Context: an optimization exercise on an open-source flow, tuned for small area, a short achievable clock period and few clock cycles per item. The choices shown serve that exercise and are no tape-out recipe.
Where RTL was checked, it was by simulation tests only, not by an equivalence proof against the original.

run 1:
==> flow/design.v <==
module lsc_mapper_front (
    input  wire [15:0] val,
    input  wire [1:0]  vm3,      
    input  wire [15:0] rmin,
    input  wire [15:0] rmax,
    input  wire        imm,
    input  wire        trunc,
    output wire [25:0] n,        
    output wire [15:0] dn        
);
    function [51:0] csa;
        input [25:0] a, b, c;
        csa = {((a & b) | (a & c) | (b & c)) << 1, a ^ b ^ c};
    endfunction
    reg  [7:0] m30;
    always @(*) begin
        case ({val[0], vm3})
            3'b000: m30 = 8'd0;   3'b001: m30 = 8'd60;  3'b010: m30 = 8'd120;
            3'b100: m30 = 8'd90;  3'b101: m30 = 8'd150; 3'b110: m30 = 8'd30;
            default: m30 = 8'd0;
        endcase
    end
    wire [25:0] vv = {10'd0, val};
    wire [25:0] rn = {10'd0, ~rmin};
    wire [7:0]  mn = ~(trunc ? m30 : 8'd0);              
    localparam [25:0] K = 26'h34BFFB5;   
    wire [25:0] o1 = vv << 7;
    wire [25:0] o2 = vv << 4;
    wire [25:0] o3 = vv << 2;
    wire [25:0] o4 = imm ? (vv << 5) : (vv << 1);
    wire [25:0] o5 = rn << 7;
    wire [25:0] o6 = rn << 5;
    wire [25:0] o7 = rn << 4;
    wire [25:0] o8 = rn << 2;
    wire [25:0] o9 = {18'd0, mn};
    wire [51:0] a1 = csa(o1, o2, o3);
    wire [51:0] a2 = csa(o4, o5, o6);
    wire [51:0] a3 = csa(o7, o8, K);
    wire [51:0] b1 = csa(a1[25:0], a1[51:26], a2[25:0]);
    wire [51:0] b2 = csa(a2[51:26], a3[25:0], a3[51:26]);
    wire [51:0] c1 = csa(b1[25:0], b1[51:26], b2[25:0]);
    wire [51:0] d1 = csa(c1[25:0], c1[51:26], b2[51:26]);
    wire [51:0] e1 = csa(d1[25:0], d1[51:26], o9);
    assign n  = e1[25:0] + e1[51:26];
    assign dn = ~(rmax - rmin);
endmodule
module lsc_mapper_div2 (
    input  wire [17:0] win,
    input  wire [15:0] dn,
    output wire [1:0]  q,
    output wire [15:0] rem
);
    function [16:0] dstep;       
        input [16:0] top;
        input [15:0] dn;
        reg   [17:0] t;
        begin
            t = {1'b0, top} + {2'b11, dn} + 18'd1;       
            dstep = t[17] ? {1'b0, top[15:0]} : {1'b1, t[15:0]};
        end
    endfunction
    wire [16:0] a = dstep(win[17:1], dn);
    wire [16:0] b = dstep({a[15:0], win[0]}, dn);
    assign q   = {a[16], b[16]};
    assign rem = b[15:0];
endmodule
module lsc_mapper_div3 (
    input  wire [18:0] win,
    input  wire [15:0] dn,
    output wire [2:0]  q,
    output wire [15:0] rem
);
    wire [1:0]  qa;
    wire [15:0] ra;
    lsc_mapper_div2 u2 (.win(win[18:1]), .dn(dn), .q(qa), .rem(ra));
    wire [17:0] t = {1'b0, ra, win[0]} + {2'b11, dn} + 18'd1;   
    assign q   = {qa, ~t[17]};
    assign rem = t[17] ? {ra[14:0], win[0]} : t[15:0];
endmodule
module lsc_mapper_lux_hi (
    input  wire [15:0] val,
    output wire [7:0]  q,        
    output wire [1:0]  r,        
    output wire [8:0]  lo9       
);
    wire [18:0] x5 = {3'd0, val} + {1'b0, val, 2'b00};
    wire [9:0]  qq = x5[18:9] / 10'd3;
    wire [9:0]  rr = x5[18:9] % 10'd3;
    assign q   = qq[7:0];
    assign r   = rr[1:0];
    assign lo9 = x5[8:0];
endmodule
module lsc_mapper (
    input  wire        clk,
    input  wire        rst,
    input  wire        in_valid,
    output wire        in_ready,
    input  wire        in_imm,
    input  wire        in_mtrunc,
    input  wire [15:0] in_value,
    input  wire [15:0] in_rmin,
    input  wire [15:0] in_rmax,
    output wire        out_valid,
    input  wire        out_ready,
    output wire [7:0]  out_angle,
    output wire [31:0] out_lux
);
    reg        k_valid;              
    reg        rdy;                  
    wire       adv = ~k_valid;       
    assign in_ready = rdy;
    reg        v0;
    reg        imm0, trunc0;
    reg [15:0] val0, rmin0, rmax0;
    function [1:0] add3;         
        input [1:0] a, b;
        case ({a, b})
            4'b0000: add3 = 2'd0; 4'b0001: add3 = 2'd1; 4'b0010: add3 = 2'd2;
            4'b0100: add3 = 2'd1; 4'b0101: add3 = 2'd2; 4'b0110: add3 = 2'd0;
            4'b1000: add3 = 2'd2; 4'b1001: add3 = 2'd0; 4'b1010: add3 = 2'd1;
            default: add3 = 2'd0;
        endcase
    endfunction
    function [1:0] dig3;         
        input [1:0] d;
        dig3 = {d[1] & ~d[0], d[0] & ~d[1]};
    endfunction
    function [1:0] pair3;        
        input [3:0] x;
        pair3 = add3(dig3(x[1:0]), dig3(x[3:2]));
    endfunction
    wire [1:0] vm3 = add3(add3(pair3(val0[3:0]),  pair3(val0[7:4])),
                          add3(pair3(val0[11:8]), pair3(val0[15:12])));
    wire [25:0] n_s1;
    wire [15:0] d_s1;
    lsc_mapper_front u_front (
        .val(val0), .vm3(vm3), .rmin(rmin0), .rmax(rmax0), .imm(imm0), .trunc(trunc0),
        .n(n_s1), .dn(d_s1)
    );
    reg        v1, neg1;
    reg [23:0] n1;
    reg [15:0] d1, val1;         
    wire [2:0]  q765;
    wire [15:0] rem765;
    lsc_mapper_div3 u_div765 (.win(n1[23:5]), .dn(d1), .q(q765), .rem(rem765));
    wire [16:0] ov_t   = {1'b0, n1[23:8]} + {1'b1, d1} + 17'd1;
    wire        ovf_s2 = ~ov_t[16];                          
    reg        v2, neg2, ovf2;
    reg [20:0] r2;               
    reg [2:0]  q2;
    reg [15:0] d2, val2;
    wire [2:0]  q432;
    wire [15:0] rem432;
    lsc_mapper_div3 u_div432 (.win(r2[20:2]), .dn(d2), .q(q432), .rem(rem432));
    wire [5:0]  qh = {q2, q432};                             
    wire [7:0]  lqh_s3;
    wire [1:0]  lrh_s3;
    wire [8:0]  llo_s3;
    lsc_mapper_lux_hi u_luxh (.val(val2), .q(lqh_s3), .r(lrh_s3), .lo9(llo_s3));
    reg        v3, neg3, ovf3;
    reg [17:0] r3;
    reg [5:0]  q3;
    reg [15:0] d3;
    reg [7:0]  lqh3;             
    reg [10:0] llo3;             
    wire [17:0] t1  = {1'b0, r3[17:1]} + {2'b11, d3} + 18'd1;       
    wire [15:0] rr1 = t1[17] ? r3[16:1] : t1[15:0];
    wire [17:0] t0  = {1'b0, rr1, r3[0]} + {2'b11, d3} + 18'd1;     
    wire [1:0]  q10 = {~t1[17], ~t0[17]};
    wire        sat = ovf3 | (q3 >= 6'd45);                  
    wire [7:0]  ang_s4 = neg3 ? 8'd0 : sat ? 8'd180 : {q3, q10};
    wire [10:0] lqq = llo3 / 11'd3;
    wire [10:0] lrr = llo3 % 11'd3;
    wire [8:0]  lql = lqq[8:0];
    wire [1:0]  lr  = lrr[1:0];
    wire [16:0] lq = {lqh3[7:0], lql};
    reg        o_valid;
    reg [7:0]  o_angle;
    reg [16:0] o_lux;
    reg [1:0]  o_r;
    reg [7:0]  k_angle;
    reg [16:0] k_lux;
    reg [1:0]  k_r;
    wire o_free = ~o_valid | out_ready;
    always @(posedge clk) begin
        if (rst) begin
            v0 <= 1'b0; v1 <= 1'b0; v2 <= 1'b0; v3 <= 1'b0;
            o_valid <= 1'b0;
            k_valid <= 1'b0;
            rdy     <= 1'b1;
        end else begin
            if (adv) begin
                v0 <= in_valid;
                v1 <= v0;
                v2 <= v1;
                v3 <= v2;
            end
            if (k_valid) begin
                if (out_ready) begin
                    o_valid <= 1'b1;
                    k_valid <= 1'b0;
                    rdy     <= 1'b1;
                end
            end else if (o_free) begin
                o_valid <= v3;
            end else if (v3) begin
                k_valid <= 1'b1;
                rdy     <= 1'b0;
            end
        end
        if (adv) begin
            imm0   <= in_imm;
            trunc0 <= ~in_imm & in_mtrunc;
            val0   <= in_value;
            rmin0  <= in_rmin;
            rmax0  <= in_rmax;
            n1   <= n_s1[23:0];
            neg1 <= n_s1[25];
            d1   <= d_s1;
            val1 <= val0;
            r2   <= {rem765, n1[4:0]};
            q2   <= q765;
            neg2 <= neg1;
            ovf2 <= ovf_s2;
            d2   <= d1;
            val2 <= val1;
            r3   <= {rem432, r2[1:0]};
            q3   <= qh;
            neg3 <= neg2;
            ovf3 <= ovf2;
            d3   <= d2;
            lqh3 <= lqh_s3;
            llo3 <= {lrh_s3, llo_s3};
        end
        if (k_valid) begin
            if (out_ready) begin
                o_angle <= k_angle;
                o_lux   <= k_lux;
                o_r     <= k_r;
            end
        end else if (o_free) begin
            o_angle <= ang_s4;
            o_lux   <= lq;
            o_r     <= lr;
        end else begin
            k_angle <= ang_s4;
            k_lux   <= lq;
            k_r     <= lr;
        end
    end
    assign out_valid = o_valid;
    assign out_angle = o_angle;
    assign out_lux = {o_lux,
                      o_r[1], o_r[0], o_r[1], o_r[0], o_r[1], o_r[0], o_r[1], o_r[0],
                      o_r[1], o_r[0], o_r[1], o_r[0], o_r[1], o_r[0], o_r[1]};
endmodule
clock: 22.0 ns
lec_check: 0
abc_area: 1
cap_margin: 20
core_margin: 2
core_utilization: 55
cts_buf_list: sky130_fd_sc_hd__clkbuf_16
cts_cluster_diameter: 80
cts_cluster_size: 20
slew_margin: 20
synth_hierarchical: 1
standard.sh (not shown) runs the stock make flow with config.mk's settings and CLKGATE_MAP_FILE= SYNTH_SCRIPT=/design/flow/synth_recipe.tcl, a recipe that flattens the netlist after the stock synthesis.
==> flow/flow/run.sh <==
#!/bin/bash
# Layout: the standard flow (standard synthesis, same constraints), with ORFS's
# repair_timing asked for a larger setup margin so that it also works on paths that
# already meet the 22 ns clock, and plain buffers on the ports.  Each tool's output
# goes to a log file here.
set -euo pipefail
bash standard.sh SETUP_SLACK_MARGIN=16 "BUFFER_PORTS_ARGS=-buffer_cell sky130_fd_sc_hd__buf_2" finish > flow_make.log 2>&1
Run 1 finished every stage and its layout cleared the timing, design-rule and antenna checks.
Testbench counts of run 1, summed over its fixed seeds: cycles 2,088, items 2,048.
Inputs modified between run 1 and run 2:
--- a/flow/design.v
+++ b/flow/design.v
@@ -182,5 +182,8 @@
     reg [16:0] k_lux;
     reg [1:0]  k_r;
-    wire o_free = ~o_valid | out_ready;
+    wire o_free  = ~o_valid | out_ready;
+    wire o_sel_k = k_valid & out_ready;          
+    wire o_sel_n = ~k_valid & o_free;            
+    wire o_hold  = ~(o_sel_k | o_sel_n);
     always @(posedge clk) begin
         if (rst) begin
@@ -233,15 +236,8 @@
             llo3 <= {lrh_s3, llo_s3};
         end
-        if (k_valid) begin
-            if (out_ready) begin
-                o_angle <= k_angle;
-                o_lux   <= k_lux;
-                o_r     <= k_r;
-            end
-        end else if (o_free) begin
-            o_angle <= ang_s4;
-            o_lux   <= lq;
-            o_r     <= lr;
-        end else begin
+        o_angle <= ({8{o_sel_k}}  & k_angle) | ({8{o_sel_n}}  & ang_s4) | ({8{o_hold}}  & o_angle);
+        o_lux   <= ({17{o_sel_k}} & k_lux)   | ({17{o_sel_n}} & lq)     | ({17{o_hold}} & o_lux);
+        o_r     <= ({2{o_sel_k}}  & k_r)     | ({2{o_sel_n}}  & lr)     | ({2{o_hold}}  & o_r);
+        if (~k_valid & ~o_free) begin
             k_angle <= ang_s4;
             k_lux   <= lq;
### Flow results
Diff run 1..run 2 | area of the die | negligible
From run 1 to run 2 the numbers moved as follows: final critical path time including I/O delays and setup up 0.013 ns, iteration-0 DRC count of the detailed router down 9.8%, count of mapped cells out of synthesis up 69, synthesis-to-finish area growth up 0.28 points.
Run 2 ends up with a number of global-route vias before repair that is about 3.2% higher than in run 1.
Diff run 1 -> run 2: non-clock buffer count higher, cell area roughly the same.
Global routing usage summed across all routing layers for run 2 is lower than for run 1.
Testbench counts of run 2, summed over its fixed seeds: cycles 2,088, items 2,048.


Setup of oak:
// lsc_mapper: RTL as listed in full above, without the edits since
export LEC_CHECK = 0
export ABC_AREA = 1
export CAP_MARGIN = 20
export CORE_MARGIN = 2
export CORE_UTILIZATION = 55
export CTS_BUF_LIST = sky130_fd_sc_hd__clkbuf_16
export CTS_CLUSTER_DIAMETER = 80
export CTS_CLUSTER_SIZE = 20
export SLEW_MARGIN = 20
export SYNTH_HIERARCHICAL = 1
create_clock -name core_clock -period 22.0 [get_ports {clk}]
==> flow/flow/run.sh <==
#!/bin/bash
# Layout: the standard flow (standard synthesis, same constraints), with ORFS's
# repair_timing asked for a larger setup margin so that it also works on paths that
# already meet the 22 ns clock, and plain buffers on the ports.  Each tool's output
# goes to a log file here.
set -euo pipefail
bash standard.sh SETUP_SLACK_MARGIN=16.3 "BUFFER_PORTS_ARGS=-buffer_cell sky130_fd_sc_hd__buf_2" finish > flow_make.log 2>&1
Testbench counts of oak, summed over its fixed seeds: cycles 2,088, items 2,048.
Here is what was changed in the inputs of pine compared with oak.
--- a/flow/design.v
+++ b/flow/design.v
@@ -180,9 +180,12 @@
     reg [1:0]  o_r;
     reg [7:0]  k_angle;
     reg [16:0] k_lux;
     reg [1:0]  k_r;
-    wire o_free = ~o_valid | out_ready;
+    wire o_free  = ~o_valid | out_ready;
+    wire o_sel_k = k_valid & out_ready;          
+    wire o_sel_n = ~k_valid & o_free;            
+    wire o_hold  = ~(o_sel_k | o_sel_n);
     always @(posedge clk) begin
         if (rst) begin
             v0 <= 1'b0; v1 <= 1'b0; v2 <= 1'b0; v3 <= 1'b0;
             o_valid <= 1'b0;
@@ -231,19 +234,12 @@
             d3   <= d2;
             lqh3 <= lqh_s3;
             llo3 <= {lrh_s3, llo_s3};
         end
-        if (k_valid) begin
-            if (out_ready) begin
-                o_angle <= k_angle;
-                o_lux   <= k_lux;
-                o_r     <= k_r;
-            end
-        end else if (o_free) begin
-            o_angle <= ang_s4;
-            o_lux   <= lq;
-            o_r     <= lr;
-        end else begin
+        o_angle <= ({8{o_sel_k}}  & k_angle) | ({8{o_sel_n}}  & ang_s4) | ({8{o_hold}}  & o_angle);
+        o_lux   <= ({17{o_sel_k}} & k_lux)   | ({17{o_sel_n}} & lq)     | ({17{o_hold}} & o_lux);
+        o_r     <= ({2{o_sel_k}}  & k_r)     | ({2{o_sel_n}}  & lr)     | ({2{o_hold}}  & o_r);
+        if (~k_valid & ~o_free) begin
             k_angle <= ang_s4;
             k_lux   <= lq;
             k_r     <= lr;
         end
--- outcome ---
Taking pine over oak, the met3 wire length ratio works out to 0.856. Row worst setup slack after layout: pine lower / oak higher. pine vs. oak: time the final worst path needs with I/O delays and setup shows an increase of 3.5 ps; fraction of area in clock buffers and inverters now larger; global router's overall resource usage decreased by 0.80 points relative to the old numbers.
Testbench counts of pine, summed over its fixed seeds: cycles 2,088, items 2,048.


Another version of the RTL of lsc_mapper (not shown whole).
For scale: ~3500 cells after synthesis.
Settings: LEC_CHECK=0, ABC_AREA=1, CAP_MARGIN=20, CORE_MARGIN=2, CORE_UTILIZATION=55, CTS_BUF_LIST=sky130_fd_sc_hd__clkbuf_4, SLEW_MARGIN=20, SYNTH_HIERARCHICAL=1; clock period 22.0 ns.
==> flow/flow/run.sh <==
#!/bin/bash
# Layout: the standard flow (standard synthesis, same constraints), with ORFS's
# repair_timing asked for a larger setup margin so that it also works on paths that
# already meet the 22 ns clock, and plain buffers on the ports.  Each tool's output
# goes to a log file here.
set -euo pipefail
bash standard.sh SETUP_SLACK_MARGIN=16 "BUFFER_PORTS_ARGS=-buffer_cell sky130_fd_sc_hd__buf_2" finish > flow_make.log 2>&1
Change:
--- a/flow/design.v
+++ b/flow/design.v
@@ -1,21 +1,46 @@
+module lsc_mapper_mod3 (
+    input  wire [15:0] val,
+    output wire [1:0]  vm3
+);
+    function [1:0] add3;         
+        input [1:0] a, b;
+        case ({a, b})
+            4'b0000: add3 = 2'd0; 4'b0001: add3 = 2'd1; 4'b0010: add3 = 2'd2;
+            4'b0100: add3 = 2'd1; 4'b0101: add3 = 2'd2; 4'b0110: add3 = 2'd0;
+            4'b1000: add3 = 2'd2; 4'b1001: add3 = 2'd0; 4'b1010: add3 = 2'd1;
+            default: add3 = 2'd0;
+        endcase
+    endfunction
+    function [1:0] dig3;         
+        input [1:0] d;
+        dig3 = {d[1] & ~d[0], d[0] & ~d[1]};
+    endfunction
+    function [1:0] pair3;        
+        input [3:0] x;
+        pair3 = add3(dig3(x[1:0]), dig3(x[3:2]));
+    endfunction
+    assign vm3 = add3(add3(pair3(val[3:0]),  pair3(val[7:4])),
+                      add3(pair3(val[11:8]), pair3(val[15:12])));
+endmodule
 module lsc_mapper_front (
     input  wire [15:0] val,
-    input  wire [1:0]  vm3,      
     input  wire [15:0] rmin,
     input  wire [15:0] rmax,
     input  wire        imm,
     input  wire        trunc,
     output wire [25:0] n,        
     output wire [15:0] dn        
 );
     function [51:0] csa;
         input [25:0] a, b, c;
         csa = {((a & b) | (a & c) | (b & c)) << 1, a ^ b ^ c};
     endfunction
+    wire [1:0] vm3;
+    lsc_mapper_mod3 u_mod3 (.val(val), .vm3(vm3));
     reg  [7:0] m30;
     always @(*) begin
         case ({val[0], vm3})
             3'b000: m30 = 8'd0;   3'b001: m30 = 8'd60;  3'b010: m30 = 8'd120;
             3'b100: m30 = 8'd90;  3'b101: m30 = 8'd150; 3'b110: m30 = 8'd30;
             default: m30 = 8'd0;
         endcase
@@ -32,16 +57,17 @@
     wire [25:0] o8 = ~(rr << 2);
     wire [25:0] o9 = ~(trunc ? {18'd0, m30} : 26'd0);     
     wire [51:0] a1 = csa(o1, o2, o3);
     wire [51:0] a2 = csa(o4, o5, o6);
     wire [51:0] b1 = csa(a1[25:0], a1[51:26], a2[25:0]);
     wire [51:0] b2 = csa(a2[51:26], o7, o8);
     wire [51:0] c1 = csa(b1[25:0], b1[51:26], b2[25:0]);
-    wire [51:0] d1 = csa(c1[25:0], c1[51:26], b2[51:26]);
-    wire [51:0] e1 = csa(d1[25:0], d1[51:26], o9);
+    wire [51:0] c2 = csa(b2[51:26], o9, 26'd0);
+    wire [51:0] d1 = csa(c1[25:0], c1[51:26], c2[25:0]);
+    wire [51:0] e1 = csa(d1[25:0], d1[51:26], c2[51:26]);
     assign n  = e1[25:0] + e1[51:26];
     assign dn = ~(rmax - rmin);
 endmodule
 module lsc_mapper_div2 (
     input  wire [17:0] win,
     input  wire [15:0] dn,
     output wire [1:0]  q,
@@ -75,18 +101,16 @@
     assign rem = t[17] ? {ra[14:0], win[0]} : t[15:0];
 endmodule
 module lsc_mapper_div2q (
     input  wire [17:0] win,
     input  wire [15:0] dn,
     output wire [1:0]  q
 );
-    wire [17:0] t = {1'b0, win[17:1]} + {2'b11, dn} + 18'd1;        
-    wire [15:0] r = t[17] ? win[16:1] : t[15:0];
-    wire [17:0] u = {1'b0, r, win[0]} + {2'b11, dn} + 18'd1;         
-    assign q = {~t[17], ~u[17]};
+    wire [15:0] unused_rem;
+    lsc_mapper_div2 u (.win(win), .dn(dn), .q(q), .rem(unused_rem));
 endmodule
 module lsc_mapper_lux (
     input  wire [18:0] x5,
     output wire [16:0] l,
     output wire [1:0]  r
 );
     wire [18:0] lq = x5 / 19'd3;
@@ -112,37 +136,18 @@
     reg        k_valid;              
     reg        rdy;                  
     wire       adv = ~k_valid;       
     assign in_ready = rdy;
     reg        v0;
     reg        imm0, trunc0;
     reg [15:0] val0, rmin0, rmax0;
-    function [1:0] add3;         
-        input [1:0] a, b;
-        case ({a, b})
-            4'b0000: add3 = 2'd0; 4'b0001: add3 = 2'd1; 4'b0010: add3 = 2'd2;
-            4'b0100: add3 = 2'd1; 4'b0101: add3 = 2'd2; 4'b0110: add3 = 2'd0;
-            4'b1000: add3 = 2'd2; 4'b1001: add3 = 2'd0; 4'b1010: add3 = 2'd1;
-            default: add3 = 2'd0;
-        endcase
-    endfunction
-    function [1:0] dig3;         
-        input [1:0] d;
-        dig3 = {d[1] & ~d[0], d[0] & ~d[1]};
-    endfunction
-    function [1:0] pair3;        
-        input [3:0] x;
-        pair3 = add3(dig3(x[1:0]), dig3(x[3:2]));
-    endfunction
-    wire [1:0] vm3 = add3(add3(pair3(val0[3:0]),  pair3(val0[7:4])),
-                          add3(pair3(val0[11:8]), pair3(val0[15:12])));
     wire [25:0] n_s1;
     wire [15:0] d_s1;
     lsc_mapper_front u_front (
-        .val(val0), .vm3(vm3), .rmin(rmin0), .rmax(rmax0), .imm(imm0), .trunc(trunc0),
+        .val(val0), .rmin(rmin0), .rmax(rmax0), .imm(imm0), .trunc(trunc0),
         .n(n_s1), .dn(d_s1)
     );
     reg        v1, neg1;
     reg [23:0] n1;
     reg [15:0] d1, val1;         
     wire [2:0]  q765;
     wire [15:0] rem765;
Result: The new run produced a clean layout. Clock skew goes up by 0.015 ns. Synthesized cell count grows by 2.0%. Core utilization drops by 0.63 points. Worst setup slack degrades by 0.046 ns. Maximum frequency falls by 0.78%. Routed wire length went up by 0.62%. Sequential share of layout area drops by 0.18 points.
Testbench counts after the change, summed over its fixed seeds: cycles 2,088, items 2,048.
Function not checked in the first run of this note: the RTL went through the layout flow alone.

-- what the ideal ports hide --
The flow's constraints put no driver on any port. The routed layouts listed below were extracted and timed again, unchanged, in two steps.
Step 1, drivers: a clkbuf_16 drives clk and a buf_2 each remaining input, both assumed.
Step 2 also shifts input and output timing later by t, the mid clock arrival at the registers, as if the neighbouring blocks saw the same clock.
Three values: ideal, step 1, step 2; two values: the first two.
| run | t (ns) | slack for setup (ns) | hold WS [ns] |
|---|---|---|---|
| run 1 | 0.607 | 16.391 / 16.359 / 16.378 | 0.420 / 0.420 / 0.420 |
| run 2 | 0.615 | 16.378 / 16.314 / 16.186 | 0.411 / 0.411 / 0.411 |
| oak | 0.615 | 16.381 / 16.325 / 16.101 | 0.409 / 0.409 / 0.409 |
| pine | 0.615 | 16.377 / 16.314 / 16.194 | 0.412 / 0.412 / 0.412 |
| the first run of note 3 | 0.841 | 16.147 / 16.093 / 16.250 | 0.382 / 0.382 / 0.382 |
| the second run of note 3 | 0.868 | 16.101 / 16.045 / 16.304 | 0.349 / 0.349 / 0.349 |
After both steps every run listed still meets setup and hold. The setup slack of oak, which loses most, moves by -0.056 ns with the drivers and by -0.280 ns with both steps.
